From an optimization exercise on the open Yosys and OpenROAD flow, aimed at small area, a short achievable clock period and few clock cycles; shortcuts taken in it are not production practice.
Only simulation tests tie the RTL to the original design; equivalence was not proved.

==> inputs of try-ember <==
// fau_alu
module fau_alu (
    input  wire         clk,
    input  wire         rst_n,
    input  wire         in_valid,
    output wire         in_ready,
    input  wire [2:0]   in_op,
    input  wire [255:0] in_a,
    input  wire [255:0] in_b,
    output wire         out_valid,
    input  wire         out_ready,
    output wire [255:0] out_y,
    output wire [2:0]   out_code
);
export LEC_CHECK = 0
export CAP_MARGIN = 45
export CORE_MARGIN = 2
export CORE_UTILIZATION = 35
export PLACE_DENSITY = 0.45
export SLEW_MARGIN = 45
export SYNTH_HIERARCHICAL = 1
create_clock -name core_clock -period 14.0 [get_ports {clk}]
standard.sh (not shown) runs the stock make flow with config.mk's settings and CLKGATE_MAP_FILE= SYNTH_SCRIPT=/design/flow/synth_recipe.tcl, a recipe that flattens the netlist after the stock synthesis.
==> flow/flow/run.sh <==
#!/bin/bash
set -euo pipefail
bash standard.sh SETUP_SLACK_MARGIN=10 "BUFFER_PORTS_ARGS=-buffer_cell sky130_fd_sc_hd__buf_1" finish > flow_standard.log 2>&1
==> try-pepper (differences from try-ember) <==
==> flow/run.sh (new file) <==
#!/bin/bash
# synth_recipe.tcl (not shown) runs the flow's synth.tcl, then flattens the netlist and writes it again
# the make line also repeats each setting of config.mk as NAME=value (left out here)
make -C /OpenROAD-flow-scripts/flow DESIGN_CONFIG=/design/flow/config.mk WORK_HOME=/design/flow/orfs CLKGATE_MAP_FILE= SYNTH_SCRIPT=/design/flow/synth_recipe.tcl finish
- SETUP_SLACK_MARGIN: unset -> 5
removed: flow/flow/run.sh
removed: flow/standard.sh
==> try-violet (differences from try-ember) <==
==> flow/flow/run.sh (replaced) <==
#!/bin/bash
set -euo pipefail
bash standard.sh SETUP_SLACK_MARGIN=9 "BUFFER_PORTS_ARGS=-buffer_cell sky130_fd_sc_hd__buf_1" finish > flow_standard.log 2>&1
- CAP_MARGIN: 45 -> 30
- SLEW_MARGIN: 45 -> 30
==> results by group <==
Final layout
  – Commonest non-fill, non-tap cells in the layout: 1571 x sky130_fd_sc_hd__nand2_1, 1400 x sky130_fd_sc_hd__fa_1, 1397 x sky130_fd_sc_hd__xnor2_1, 1240 x sky130_fd_sc_hd__buf_4, 1183 x sky130_fd_sc_hd__a22oi_1
  – Number of signal-net buffers in the layout: 2975
  – Sequential fraction of total cell area: 11.5%
  – Post-Layout Inst Area: 205000 sq um
  – Area taken by multi-input logic gates: 135000 sq um

Setup path
  – Crit path cell chain: ha_1, nand2_1, nor2_1, nand3_1, or3_1, nor4_4, buf_4, o2111ai_4, a21boi_4, o21ai_4, a311o_2, xnor2_4, nand2b_4, nand3_4, buf_12, buf_12, clkbuf_16, clkbuf_16, a222oi_1, nand2_1, a221o_1
  – Origin of the worst setup path: C[202]
  – Arrival time of data at the critical path endpoint: 7680 ps
  – Terminus of the critical flop-to-flop path: S[53]

Placement
  – Cell area reported after detailed placement: 169000 sq um
  – Post-placement cell count: 22300

STA
  – Crit share post-route: 48.6%

Status
  – Status: no timing/DRC/antenna violations

Drt
  – Total via count after detailed routing: 184000
  – Count of routing violations after the opening detailed-route iteration: 38700

Clock tree
  – Register clock-pin slew on the reported worst setup and hold paths: 70 ps
(the above is from try-ember)
==> results by group <==
Status
  – Status: no timing/DRC/antenna violations

Final layout
  – Post-Layout Inst Area: 178000 sq um
  – Number of signal-net buffers in the layout: 1756
  – Commonest non-fill, non-tap cells in the layout: 1786 x sky130_fd_sc_hd__fa_1, 1685 x sky130_fd_sc_hd__nand2_1, 1416 x sky130_fd_sc_hd__xnor2_1, 1268 x sky130_fd_sc_hd__a22oi_1, 1025 x sky130_fd_sc_hd__dfxtp_1
  – Sequential fraction of total cell area: 12.7%
  – Area taken by multi-input logic gates: 124000 sq um

Drt
  – Total via count after detailed routing: 171000
  – Count of routing violations after the opening detailed-route iteration: 37400

Placement
  – Cell area reported after detailed placement: 171000 sq um
  – Post-placement cell count: 22300

Setup path
  – Arrival time of data at the critical path endpoint: 9850 ps
  – Terminus of the critical flop-to-flop path: S[177]
  – Origin of the worst setup path: sub2e
  – Crit path cell chain: buf_6, xor2_1, ha_1, nand4_1, nor4_1, nand3_1, nor3_1, a221oi_1, o21ai_4, o2111ai_4, a21boi_1, o21ai_1, a311o_1, xnor2_1, nand2_1, nand3_4, buf_12, buf_6, a221o_1, a221o_1, a221o_1
(the above is from try-pepper)
==> results by group <==
Status
  – Status: failed layout checks
  – Checks failing in the layout checks: max-capacitance violations, max-slew violations

Clock tree
  – Register clock-pin slew on the reported worst setup and hold paths: 60 ps
  – Clock Latency Late Sink: 1020 ps

Placement
  – Post-placement cell count: 22200

STA
  – Crit share post-route: 45.4%
  – Fin. max-slew vios: 3

Final layout
  – Sequential cell area: 22600 sq um
  – Area taken by multi-input logic gates: 133000 sq um
  – Post-Layout Inst Area: 193000 sq um
  – Sequential fraction of total cell area: 11.7%

Setup path
  – Arrival time of data at the critical path endpoint: 7190 ps
  – Origin of the worst setup path: sub2e
  – Terminus of the critical flop-to-flop path: S[142]

Floorplan
  – Tap Count: 5904

Drt
  – Total via count after detailed routing: 180000

Worst hold path
  – Hold endpoint: code_r[1]

Run
  – Max_cap viols: 1
(the above is from try-violet)
Testbench counts of try-ember, summed over its fixed seeds: cycles 41,281.
Testbench counts of try-pepper, summed over its fixed seeds: cycles 41,281.
Testbench counts of try-violet, summed over its fixed seeds: cycles 41,281.


==> trial 96: inputs <==
fau_alu again, from the RTL that the note above started with.
export LEC_CHECK = 0
export CAP_MARGIN = 45
export CORE_MARGIN = 2
export CORE_UTILIZATION = 35
export PLACE_DENSITY = 0.45
export SLEW_MARGIN = 45
export SYNTH_HIERARCHICAL = 1
create_clock -name core_clock -period 14.0 [get_ports {clk}]
==> flow/flow/run.sh <==
#!/bin/bash
set -euo pipefail
bash standard.sh SETUP_SLACK_MARGIN=9 "BUFFER_PORTS_ARGS=-buffer_cell sky130_fd_sc_hd__buf_1" finish > flow_standard.log 2>&1
==> inputs of build 18, as changes to trial 96 <==
CAP_MARGIN = 55   (was 45)
CORE_UTILIZATION = 40   (was 35)
PLACE_DENSITY = 0.5   (was 0.45)
SLEW_MARGIN = 55   (was 45)
==> summary.txt <==
Status
  – Status: no timing/DRC/antenna violations

Setup path
  – CP peak stage delay: around 0.66 ns
  – Worst path depth: 21

Finish
  – Filler Cell Count: ~36,000
  – Core Util, Final: 50.8%

Clock tree
  – Clk latency of the worst-skew pair: 1.02 ns

Floorplanning
  – Core area: 0.385 mm2

Timing
  – Fmax: between 150 and 200 MHz

GRT
  – Number of global-route vias before repair: 156,900
-- figures above: build 18

==> summary.txt <==
Status
  – Status: no timing/DRC/antenna violations

Finish
  – Filler Cell Count: about 43,000
  – Core Util, Final: between 40 and 50%

Floorplanning
  – Core area: 0.441 mm2

Setup path
  – Worst path depth: 16
  – CP peak stage delay: approximately 0.75 ns

GRT
  – Number of global-route vias before repair: between 150k and 200k

Clock tree
  – Clk latency of the worst-skew pair: 1.06 ns
-- figures above: trial 96

Testbench counts of trial 96, summed over its fixed seeds: cycles 41,281.
Testbench counts of build 18, summed over its fixed seeds: cycles 41,281.

[re-timing with driven ports]
Ports are ideal in the flow. The routed layouts listed here were re-timed in OpenROAD. Step 1: set_driving_cell puts a clkbuf_16 on clk and a buf_2 on each other input, an assumption about the parent block. Step 2, shift: input delay + t, output delay - t, t = (earliest + latest rising clock arrival at the registers) / 2. This alone moves slack from input paths to output paths. Slacks: ideal / step 1 / step 2; pairs: ideal / step 1.
| run | shift t [ns] | setup WS [ns] | hold slack, ns | worst setup path after step 2 | latest minus earliest clock arrival (ns) |
|---|---|---|---|---|---|
| try-ember | 1.123 | 7.193 / 7.193 / 7.193 | 0.470 / 0.470 / 0.470 | register to register | 0.092 / 0.093 |
| try-pepper | 1.115 | 4.983 / 4.983 / 4.983 | 0.476 / 0.476 / 0.476 | register to register | 0.090 / 0.090 |
| try-violet | 1.119 | 7.637 / 7.637 / 7.637 | 0.511 / 0.511 / 0.511 | register to register | 0.078 / 0.077 |
| trial 96 | 1.140 | 7.582 / 7.582 / 7.582 | 0.513 / 0.513 / 0.513 | register to register | 0.122 / 0.122 |
| build 18 | 1.095 | 7.591 / 7.591 / 7.591 | 0.463 / 0.463 / 0.463 | register to register | 0.135 / 0.135 |
